Background: an optimization exercise with open tools, aiming at small area, a short achievable clock period and few clock cycles. Do not read the settings as production practice.
No functional check of the RTL was part of any run shown here.
Power figures rest on the tool's default switching activity, not on a simulated workload.

--- design/flow/config.mk ---
export PLATFORM = sky130hd
export DESIGN_NAME = mctp_rx
export DESIGN_NICKNAME = mctp_rx
export VERILOG_FILES = /design/flow/design.v
export SDC_FILE = /design/flow/constraint.sdc
export NUM_CORES = 4
export LEC_CHECK = 0
export CAP_MARGIN = 20
export CORE_MARGIN = 2
export CORE_UTILIZATION = 40
export SETUP_SLACK_MARGIN = 2.8
export SLEW_MARGIN = 20
--- design/flow/constraint.sdc ---
create_clock -name core_clock -period 5.0 [get_ports {clk}]
set_input_delay 1.0000 -clock core_clock [delete_from_list [all_inputs] [get_ports {clk}]]
set_output_delay 1.0000 -clock core_clock [all_outputs]
set_load 0.01 [all_outputs]
--- design/flow/design.v ---
module mctp_rx (
    input  wire        clk,
    input  wire        rst,             
    input  wire        start_valid,
    output wire        start_ready,
    input  wire [7:0]  cfg_mtu,         
    input  wire        cfg_pec_check,   
    input  wire        in_valid,        
    output wire        in_ready,
    input  wire [7:0]  in_data,
    output reg         out_valid,       
    input  wire        out_ready,
    output reg  [7:0]  out_data,
    output wire        done_valid,      
    input  wire        done_ready,
    output reg  [1:0]  done_status,     
    output reg  [9:0]  done_pkts,       
    output reg  [12:0] done_rx_len,     
    output reg  [12:0] done_raw_len,    
    output reg         done_mic_ok      
);
    localparam [1:0] ST_OK = 2'd0, ST_BADBC = 2'd1, ST_OVF = 2'd2, ST_PEC = 2'd3;
    localparam [7:0]  MIC_X0 = 8'h85;
    localparam [23:0] MIC_HI = 24'h9F9B5C;
    function [7:0] crc8_byte(input [7:0] c, input [7:0] b);
        integer i;
        reg [7:0] x;
        begin
            x = c ^ b;
            for (i = 0; i < 8; i = i + 1)
                x = x[7] ? ((x << 1) ^ 8'h07) : (x << 1);
            crc8_byte = x;
        end
    endfunction
    function [31:0] crc32_byte(input [31:0] c, input [7:0] b);
        integer i;
        reg [31:0] x;
        begin
            x = c ^ {24'd0, b};
            for (i = 0; i < 8; i = i + 1)
                x = x[0] ? ((x >> 1) ^ 32'h82F63B78) : (x >> 1);
            crc32_byte = x;
        end
    endfunction
    reg        s_idle, s_hdr, s_body, s_pec, s_done;
    reg        s_inv1, s_loop, s_fin, s_inv2;
    reg        ir;          
    reg        dv;          
    reg [7:0]  mtu;
    reg        pec_check;
    reg [8:0]  bcm5;        
    reg [7:0]  cnt;         
    reg        eom;
    reg [7:0]  crc8;
    reg [31:0] crc32;
    reg        sk_valid;    
    reg [7:0]  sk_data;
    reg        bc_bad_r;    
    reg        body_ovf_r;  
    reg        next_ovf_r;  
    assign start_ready = s_idle;
    assign in_ready    = ir;
    assign done_valid  = dv;
    wire take      = in_valid && ir;
    wire take_hdr  = take && s_hdr;
    wire take_body = take && s_body;
    wire take_pec  = take && s_pec;
    wire hdr_last  = take_hdr && (cnt[2:0] == 3'd0);
    wire hdr_fail  = bc_bad_r || body_ovf_r;
    wire hdr_ok    = hdr_last && !hdr_fail;
    wire bc_zero   = (bcm5[7:0] == 8'd0);
    wire body_last = take_body && (cnt == 8'd1);
    wire cnt_zero  = (cnt == 8'd0);
    wire pec_bad   = pec_check && (in_data != crc8);
    wire done_fire = dv && done_ready;
    wire start     = s_idle && start_valid;
    wire out_free  = !out_valid || out_ready;
    wire out_fire  = out_valid && out_ready;
    wire s_idle_n = rst || (s_idle && !start_valid) || done_fire;
    wire s_hdr_n  = !rst && (start || (s_hdr && !hdr_last) ||
                             (take_pec && !pec_bad && !eom && !next_ovf_r));
    wire s_body_n = !rst && ((hdr_ok && !bc_zero) || (s_body && !body_last));
    wire s_pec_n  = !rst && ((hdr_ok && bc_zero) || body_last || (s_pec && !take));
    wire s_inv1_n = !rst && take_pec && pec_bad;
    wire s_loop_n = !rst && (s_inv1 || (s_loop && !cnt_zero));
    wire s_fin_n  = !rst && s_loop && cnt_zero;
    wire s_inv2_n = !rst && s_fin;
    wire s_done_n = !rst && ((hdr_last && hdr_fail) ||
                             (take_pec && !pec_bad && (eom || next_ovf_r)) ||
                             s_inv2 || (s_done && !done_fire));
    wire ov_n     = !rst && (out_free ? (sk_valid || take_body) : 1'b1);
    wire sk_n     = !rst && !out_free && (sk_valid || take_body);
    wire        raw_inc1 = take_body || take_pec || s_loop;
    wire        raw_inc8 = hdr_ok || s_fin;
    wire [3:0]  raw_lo   = {1'b0, done_raw_len[2:0]} + {3'd0, raw_inc1};
    wire [9:0]  raw_hi   = done_raw_len[12:3] + {9'd0, raw_lo[3] || raw_inc8};
    wire        rx_inc   = take_body || (s_loop && !cnt_zero);
    wire        pkts_inc = take_pec || s_fin;
    wire        inv      = s_inv1 || s_inv2;
    wire [8:0]  cap_s  = {1'b0, done_raw_len[7:0]} + {1'b0, bcm5[7:0]};
    wire [4:0]  cap_hi = done_raw_len[12:8];
    wire        cap_19 = (cap_hi == 5'd19);
    wire        cap_18 = (cap_hi == 5'd18);
    wire        cap_20 = (cap_hi >= 5'd20);
    wire [7:0] crc8_next = crc8_byte(crc8, in_data);
    wire       mic_match = ((crc32[7:0] ^ out_data) == MIC_X0) && (crc32[31:8] == MIC_HI);
    always @(posedge clk) begin
        s_idle    <= s_idle_n;
        s_hdr     <= s_hdr_n;
        s_body    <= s_body_n;
        s_pec     <= s_pec_n;
        s_inv1    <= s_inv1_n;
        s_loop    <= s_loop_n;
        s_fin     <= s_fin_n;
        s_inv2    <= s_inv2_n;
        s_done    <= s_done_n;
        ir        <= s_hdr_n || (s_body_n && !sk_n) || s_pec_n;
        dv        <= s_done_n && !ov_n;
        out_valid <= ov_n;
        sk_valid  <= sk_n;
        bc_bad_r   <= bcm5[8] || (bcm5[7:0] > mtu);
        if (s_hdr) begin
            body_ovf_r <= cap_20 || (cap_19 && cap_s > 9'd247) || (cap_18 && cap_s > 9'd503);
            next_ovf_r <= cap_20 || (cap_19 && cap_s > 9'd239) || (cap_18 && cap_s > 9'd495);
        end
        if (out_free) begin
            if (sk_valid)
                out_data <= sk_data;
            else if (take_body)
                out_data <= in_data;
        end else if (take_body) begin
            sk_data <= in_data;
        end
        if (out_fire) begin
            crc32 <= crc32_byte(crc32, out_data);
            if (done_status == ST_OK)
                done_mic_ok <= mic_match;
        end
        if (inv) begin
            done_raw_len <= ~done_raw_len;
            done_rx_len  <= ~done_rx_len;
            done_pkts    <= ~done_pkts;
        end else begin
            if (raw_inc1 || raw_inc8)
                done_raw_len <= {raw_hi, raw_lo[2:0]};
            if (rx_inc)
                done_rx_len <= done_rx_len + 13'd1;
            if (pkts_inc)
                done_pkts <= done_pkts + 10'd1;
        end
        if (start) begin
            mtu          <= cfg_mtu;
            pec_check    <= cfg_pec_check;
            done_status  <= ST_OK;
            done_pkts    <= 10'd0;
            done_rx_len  <= 13'd0;
            done_raw_len <= 13'd0;
            done_mic_ok  <= 1'b0;
            crc32        <= 32'hFFFFFFFF;
            crc8         <= 8'd0;
            cnt          <= 8'd7;
        end
        if (take_hdr) begin
            cnt <= cnt - 8'd1;
            if (cnt[2:0] == 3'd5)
                bcm5 <= {1'b0, in_data} - 9'd5;
            if (!cnt[2])
                crc8 <= crc8_next;
            if (cnt[2:0] == 3'd0) begin
                eom <= in_data[6];
                if (hdr_fail) begin
                    done_status <= bc_bad_r ? ST_BADBC : ST_OVF;
                    done_mic_ok <= 1'b0;
                end else begin
                    cnt <= bcm5[7:0];
                end
            end
        end
        if (take_body) begin
            crc8 <= crc8_next;
            cnt  <= cnt - 8'd1;
        end
        if (take_pec) begin
            crc8 <= 8'd0;
            cnt  <= 8'd7;
            if (pec_bad) begin
                done_status <= ST_PEC;
                done_mic_ok <= 1'b0;
            end else if (!eom && next_ovf_r) begin
                done_status <= ST_OVF;
                done_mic_ok <= 1'b0;
            end
        end
        if (s_inv1)
            cnt <= bcm5[7:0];
        if (s_loop && !cnt_zero)
            cnt <= cnt - 8'd1;
    end
endmodule
--- design/flow/run.sh ---
#!/bin/bash
# synth_recipe.tcl (not shown) runs the flow's synth.tcl, then flattens the netlist and writes it again
# the make line also repeats each setting of config.mk as NAME=value (left out here)
make -C /OpenROAD-flow-scripts/flow DESIGN_CONFIG=/design/flow/config.mk WORK_HOME=/design/flow/orfs CLKGATE_MAP_FILE= SYNTH_SCRIPT=/design/flow/synth_recipe.tcl finish
==> flow_summary.toml, run 1 <==
[final_layout]
final-seq-area_sq_mm = 0.00324
n_antenna_cell = 0
area_growth_pct = 39.3
nFillCells = 1473
drive_above_1_share_pct = 24.6
stdcell_count = 1126
num-nets-final = 937
multiInputGateArea_sq_mm = 0.00449

[die]
core-area_sq_mm = 0.0178
initial_core_util_pct = 40.4
num_io_pins = 74
die_x_um = 138
die_height_um = 138
dieArea_sq_mm = 0.0191
rows = 49

[synth]
ys_warn_count = 1
yosysSeqAreaShare_pct = 44.6
yosysMostFrequentCell = "dfxtp_1"
postSynthCellCount = 745
avgSynthCellArea_sq_um = 9.67
synth-edff-count = 45
synth_top_area_share_pct = 25.9
yosys.area.top_type = "dfxtp_1"
syn_area_sq_mm = 0.00720
async_reset_ff_share_pct = 0
synth_common_cells = "dfxtp_1, xnor2_1, nor2_1"
syn-num-nets = 798
synth.area.top_cells = "dfxtp_1, edfxtp_1, xnor2_1"
synth_ff_type = "dfxtp_1"
synth.distinct_cells = 53
synth_seq_cells = 138

[timing]
finalCritPeriodShare_pct = 48.0
worst_pin_slew_ps = 753
tns_ps = 0
min_period_ps = 2400
skew_ps = 9.04
fmax_mhz = 416
slew_viol_final = 0
rsz0062_at_grt = "yes"
finalHoldViolCount = 0
setup_viol = 0
setup_slack_ps = 2600
slew_headroom_pct = 49.8

[detailed_routing]
drc = 0
dr_total_vias = 6000
routed_wl_um = 19600
drt_iter0_drc = 477
dr.pass1.iters = 5
wl_met2_um = 9590
via_per_inst = 5.33
route.met3.wl_um = 876
highest_layer = "met4"
routedWlPerCell_um = 17.4
met1Wirelength_um = 8820
ant_nets = 0

[clock_network]
cts_root_buffer = "clkbuf_16"
clockBufferDepth = 2
path_clk_slew_ps = 60
clkLatencyLatePin_ps = 420
cts.sinks = 138
ctsHtreeMaxLevel = 4
tritoncts = "done"
cts_inserted_buffers = 17
cts_hold_buf = 0

[grt]
grt_remaining_overflow = 0
grt_pass1_wl_um = 30300
antenna_found_initial = 0
grt_max_degree = 37
grt.total_usage_pct = 19.7
grt_pass1_vias = 5810

[worst_setup_path]
crit_required_ps = 5310
r2r_cells = 10
start_kind = "primary input"
cp-end-kind = "flop"
reg2reg_from = "bcm5[2]$_DFFE_PP_"
crit_path_max_fanout = 3
timing.rr.end = "next_ovf_r$_DFFE_PP_"
critPathArrivalTime_ps = 2710
reg2reg_slack_ps = 2610
crit_type = "in -> reg"

[pwr]
max-vdd-ir-drop_v = 0.000253
cellPowerDensity_mw_per_mm2 = 261
p_leak_nw = 4.13

[place]
routabilityCongestion = 0.856
hpwl_um = 13200
place_inst = 1026
dp_slack_ps = 1510
port_buffers = 73

[worst_hold_path]
hp-start = "bcm5[8]$_DFFE_PP_"
hold_depth = 1
hp-class = "reg -> reg"
hold-path-endpoint = "bc_bad_r$_DFF_P_"

[flow_run]
cap_violations = 0

[outcome]
status = "complete, no violations"
## state kept, by name, summed over array words and instances, names as in the netlist, 2 cells and up
signal / cells
sk_data: 8
mtu: 8
done_raw_len: 13
done_rx_len: 13
out_data: 8
crc8: 8
crc32: 32
done_status: 2
done_pkts: 10
bcm5: 9
cnt: 8
## cells by family after synthesis
family / Yosys count / synth area share [%]
flip-flops: 138 / 44.6
multiplexers: 6 / 0.921
adder cells (fa/ha/maj): 30 / 5.32
AO/OA/AOI/OAI: 157 / 13.8
buffers and inverters: 58 / 3.02
AND/OR/NAND/NOR: 211 / 13.4
XOR/XNOR: 145 / 18.9
## where the power goes
| group | internal, W | leakage, nW | switching, W |
|---|---|---|---|
| Clock | 0.000821 | 0.296 | 0.000472 |
| Combinational | 0.0000707 | 2.66 | 0.0000749 |
| Sequential | 0.00117 | 1.17 | 0.0000102 |
## layout by cell type (no fill, tap or decap), types with 8 or more instances in the layout
master,n
dfxtp_2,18
ha_1,21
buf_4,65
nor3_1,11
edfxtp_1,45
buf_6,10
o21ai_0,36
xnor2_4,15
a21oi_1,29
dlygate4sd2_1,50
a31oi_1,8
nor2_1,68
nand4_1,11
inv_1,31
nand2_1,60
a211oi_1,10
xnor2_2,9
xnor2_1,70
nand3_1,8
clkbuf_16,19
dfxtp_1,73
clkdlybuf4s50_1,12
o211ai_1,24
xor2_1,44
## layer usage
layer  up-vias  track usage [%]
met5         -                0
met3        26             3.67
met2       170             32.8
met1      2909             26.2
met4         0             5.85
li1       2895                -
## what timing repair did
item                                    CTS  global route
cloned                                    0             0
pin swaps                                32            47
buffers inserted                         27            41
endpoints found under the setup margin  170            50
resized for setup                       174            57
## cell type report
| cell class | instances | share of cell area (%) |
|---|---|---|
| Tap cell | 229 | 2.86 |
| Timing Repair Buffer | 145 | 12.7 |
| Sequential cell | 138 | 32.3 |
| Clock buffer | 27 | 5.24 |
| Clock inverter | 5 | 0.786 |
| Inverter | 33 | 1.26 |
| Multi-Input combinational cell | 549 | 44.8 |
## stage by stage
step                power [W]  area (sq um)  utilization (%)  hold WS (ps)
global route          0.00269         10000             56.2           507
floorplan             0.00127          7420                -           398
global placement      0.00131          8310             46.6           464
finish                0.00262         10000             56.2           485
CTS                   0.00262          9380             52.6           490
detailed placement    0.00132          8310             46.6           477
## how the worst max path moves through the flow
| stage | from | to | slack, ps | depth (start not counted) |
|---|---|---|---|---|
| floorplan | in_valid | done_raw_len[12]$_SDFFE_PP0P_ | 2350 | 10 |
| global placement | in_valid | done_raw_len[12]$_SDFFE_PP0P_ | 1560 | 11 |
| detailed placement | in_valid | done_raw_len[12]$_SDFFE_PP0P_ | 1510 | 11 |
| CTS | bcm5[0]$_DFFE_PP_ | body_ovf_r$_DFFE_PP_ | 2540 | 10 |
| global route | bcm5[0]$_DFFE_PP_ | body_ovf_r$_DFFE_PP_ | 2510 | 10 |
| finish | in_valid | done_raw_len[12]$_SDFFE_PP0P_ | 2600 | 11 |
## worst max-delay path: stages
cell and delay (ps):
buf_12 110, and2_4 160, nand3_4 80, nor3_4 40, a311o_1 340, ha_2 210
and3_4 190, and4_4 220, a31oi_4 130, xor2_1 160, nor2_1 60
==> run 2, diff against run 1 <==
--- a/design/flow/config.mk
+++ b/design/flow/config.mk
@@ -10,3 +10,3 @@
 export CORE_UTILIZATION = 40
-export SETUP_SLACK_MARGIN = 2.8
+export SETUP_SLACK_MARGIN = 3.1
 export SLEW_MARGIN = 20
==> run 2 against run 1 <==
Against the previous run:
- still clean on timing, DRC and antenna
- setup slack got worse by 29 ps
- die area did not move
- wire length increased by 12%
- power rose by 0.45%
- via count grew 6.7%
- first-iteration DRC count shrank 13%
- cell count is 7.0% higher
- global-route usage rose by 1.0 points
- critical endpoint is now body_ovf_r$_DFFE_PP_
- highest routed layer unchanged
==> flow_summary.toml, run 2 <==
[outcome]
status = "complete, no violations"

[timing]
skew_ps = 7.60
holdWs_ps = 471
finalHoldViolCount = 0
worst_pin_slew_ps = 766
tns_ps = 0
fmax_mhz = 411
setup_viol = 0
finalCritPeriodShare_pct = 48.6
slew_viol_final = 0
slew_headroom_pct = 48.9
rsz0062_at_grt = "yes"
min_period_ps = 2430
setup_slack_ps = 2570

[final_layout]
fin_area_sq_mm = 0.0116
final-seq-area_sq_mm = 0.00334
layout_commonest_cell = "buf_4"
num-nets-final = 1016
multiInputGateArea_sq_mm = 0.00513
n_antenna_cell = 0
drive_above_1_share_pct = 45.1
largest-register = "crc32"
area_growth_pct = 60.7
largest_reg_flops = 32
reg.largest.list = "crc32: 32 flops, done_raw_len: 13 flops, done_rx_len: 13 flops"
nFillCells = 1290
final_cell_mix = "buf_4, buf_6, nor2_1, xnor2_1, nand2_1"

[clock_network]
clockBufferDepth = 2
cts_hold_buf = 0
tritoncts = "done"
path_clk_slew_ps = 60
cts_root_buffer = "clkbuf_16"
cts.sinks = 138
clkLatencyLatePin_ps = 430
cts_inserted_buffers = 17
ctsHtreeMaxLevel = 4

[grt]
grt_pass1_vias = 6069
grt.total_usage_pct = 20.7
grt_max_degree = 41
antenna_found_initial = 0
grt_pass1_wl_um = 31500
grt_remaining_overflow = 0

[synth]
ys_warn_count = 1
synth_seq_cells = 138
synth-edff-count = 45
synth_ff_type = "dfxtp_1"
synth_common_cells = "dfxtp_1, xnor2_1, nor2_1"
yosysMostFrequentCell = "dfxtp_1"
yosysSeqAreaShare_pct = 44.6
avgSynthCellArea_sq_um = 9.67
synth.distinct_cells = 53
syn-num-nets = 798
async_reset_ff_share_pct = 0
syn_area_sq_mm = 0.00720
yosys.area.top_type = "dfxtp_1"
synth.area.top_cells = "dfxtp_1, edfxtp_1, xnor2_1"
postSynthCellCount = 745
synth_top_area_share_pct = 25.9

[die]
dieArea_sq_mm = 0.0191
num_io_pins = 74
rows = 49
die_x_um = 138
die_height_um = 138
initial_core_util_pct = 40.4
core-area_sq_mm = 0.0178

[place]
routabilityCongestion = 0.854
hpwl_um = 12900
port_buffers = 73
dpl_cell_area_sq_mm = 0.00858
dp_slack_ps = 1470

[detailed_routing]
dr.pass1.iters = 5
via_per_inst = 5.31
routedWlPerCell_um = 18.3
dr_total_vias = 6400
routed_wl_um = 22000
drt_iter0_drc = 416
drc = 0
route.met3.wl_um = 1120
highest_layer = "met4"
wl_met2_um = 11100
met1Wirelength_um = 9290
ant_nets = 0

[worst_setup_path]
cp_cell_sequence = "inv_1 -> fa_2 -> nor2b_2 -> o2111ai_2 -> o21ai_1 -> a311oi_2 -> a2111oi_2 -> and4_1 -> a21o_1"
crit_type = "reg -> reg"
crit_path_max_fanout = 4
crit_required_ps = 5290
worst_path_max_delay_cell = "edfxtp_1"
max_stage_delay_ps = 470
start_kind = "flop"
critPathArrivalTime_ps = 2720
cp-end-kind = "flop"

[pwr]
cellPowerDensity_mw_per_mm2 = 227
p_leak_nw = 4.66
max-vdd-ir-drop_v = 0.000260

[flow_run]
cap_violations = 0

[worst_hold_path]
hp-class = "reg -> reg"
[run 2: cell counts after synthesis]
Identical to the previous run, type by type.
[run 2: final timing paths]
path	slack, ps	to	startpoint	cells past startpoint
setup / recovery	2570	body_ovf_r$_DFFE_PP_	bcm5[1]$_DFFE_PP_	9
hold / removal	470	bc_bad_r$_DFF_P_	bcm5[8]$_DFFE_PP_	1
setup reg to reg	2570	body_ovf_r$_DFFE_PP_	bcm5[1]$_DFFE_PP_	9
hold reg to reg	470	bc_bad_r$_DFF_P_	bcm5[8]$_DFFE_PP_	1
[run 2: layer usage]
layer	global-route usage, %	vias up
met2	33.5	191
met3	4.26	39
li1	-	3063
met4	8.27	0
met5	0	-
met1	27.3	3107
[run 2: per-stage QoR]
stage | util [%] | std cells | power (W)
final | 64.9 | 1205 | 0.00263
after global routing | 64.9 | 1205 | 0.00270
after CTS | 58.0 | 1135 | 0.00261
after detailed placement | 48.1 | 1023 | 0.00132
after global placement | 48.1 | 1023 | 0.00132
after floorplan | - | 745 | 0.00128
[run 2: report_power, final]
| part | total (W) | switching, W | internal [W] |
|---|---|---|---|
| clock | 0.00128 | 0.000504 | 0.000778 |
| sequential | 0.00116 | 0.00000938 | 0.00115 |
| combinational | 0.000183 | 0.0000908 | 0.0000926 |
[run 2: kinds of logic (layout without fill, tap and decap cells)]
| group | after synthesis | in the layout | synth area share (%) |
|---|---|---|---|
| XOR/XNOR | 145 | 145 | 18.9 |
| adder cells (fa/ha/maj) | 30 | 30 | 5.32 |
| AO/OA/AOI/OAI | 157 | 157 | 13.8 |
| flip-flops | 138 | 138 | 44.6 |
| multiplexers | 6 | 6 | 0.921 |
| buffers and inverters | 58 | 288 | 3.02 |
| AND/OR/NAND/NOR | 211 | 212 | 13.4 |
[run 2: final cells by class]
cell class	count	share of cell area (%)
Multi-Input combinational cell	550	44.3
Sequential cell	138	28.8
Timing Repair Buffer	222	18.0
Clock buffer	22	4.11
Tap cell	229	2.48
Inverter	33	1.21
Clock inverter	10	0.995
Timing Repair inverter	1	0.0757
[run 2: repair_timing]
item / in CTS / in global routing
resized for setup: 423 / 156
pin swaps: 40 / 94
endpoints found under the setup margin: 198 / 160
buffers inserted: 79 / 69
gates cloned: 1 / 1
[run 2: critical path, delay by kind of cell (launching register included)]
kind / cells / cell delay, ps
fa+ha+maj: 1 / 370
buf+inv: 1 / 140
compound gates: 5 / 900
flops: 1 / 470
simple gates: 2 / 400

-- separate check: timing with driven ports --
No port has a modelled driver above. Below, the same layouts with a new extraction and two added sets of constraints.
Step 1: set_driving_cell puts a clkbuf_16 on clk and a buf_2 on each other input, an assumption about the parent block.
Step 2 also shifts input and output timing later by t, the mid clock arrival at the registers, as if the neighbouring blocks saw the same clock.
Slacks: ideal / step 1 / step 2; pairs: ideal / step 1.
| run | t, ns | setup slack, ns | latest minus earliest clock arrival (ns) | worst data-port slew with drivers (ns) | pins driven straight from the clock port |
|---|---|---|---|---|---|
| run 1 | 0.464 | 2.598 / 2.593 / 2.129 | 0.009 / 0.009 | 0.06 | 1 |
| run 2 | 0.473 | 2.569 / 2.569 / 2.140 | 0.007 / 0.008 | 0.06 | 1 |
After both steps every run listed still meets setup and hold. The setup slack of run 1, which loses most, moves by -0.005 ns with the drivers and by -0.469 ns with both steps.
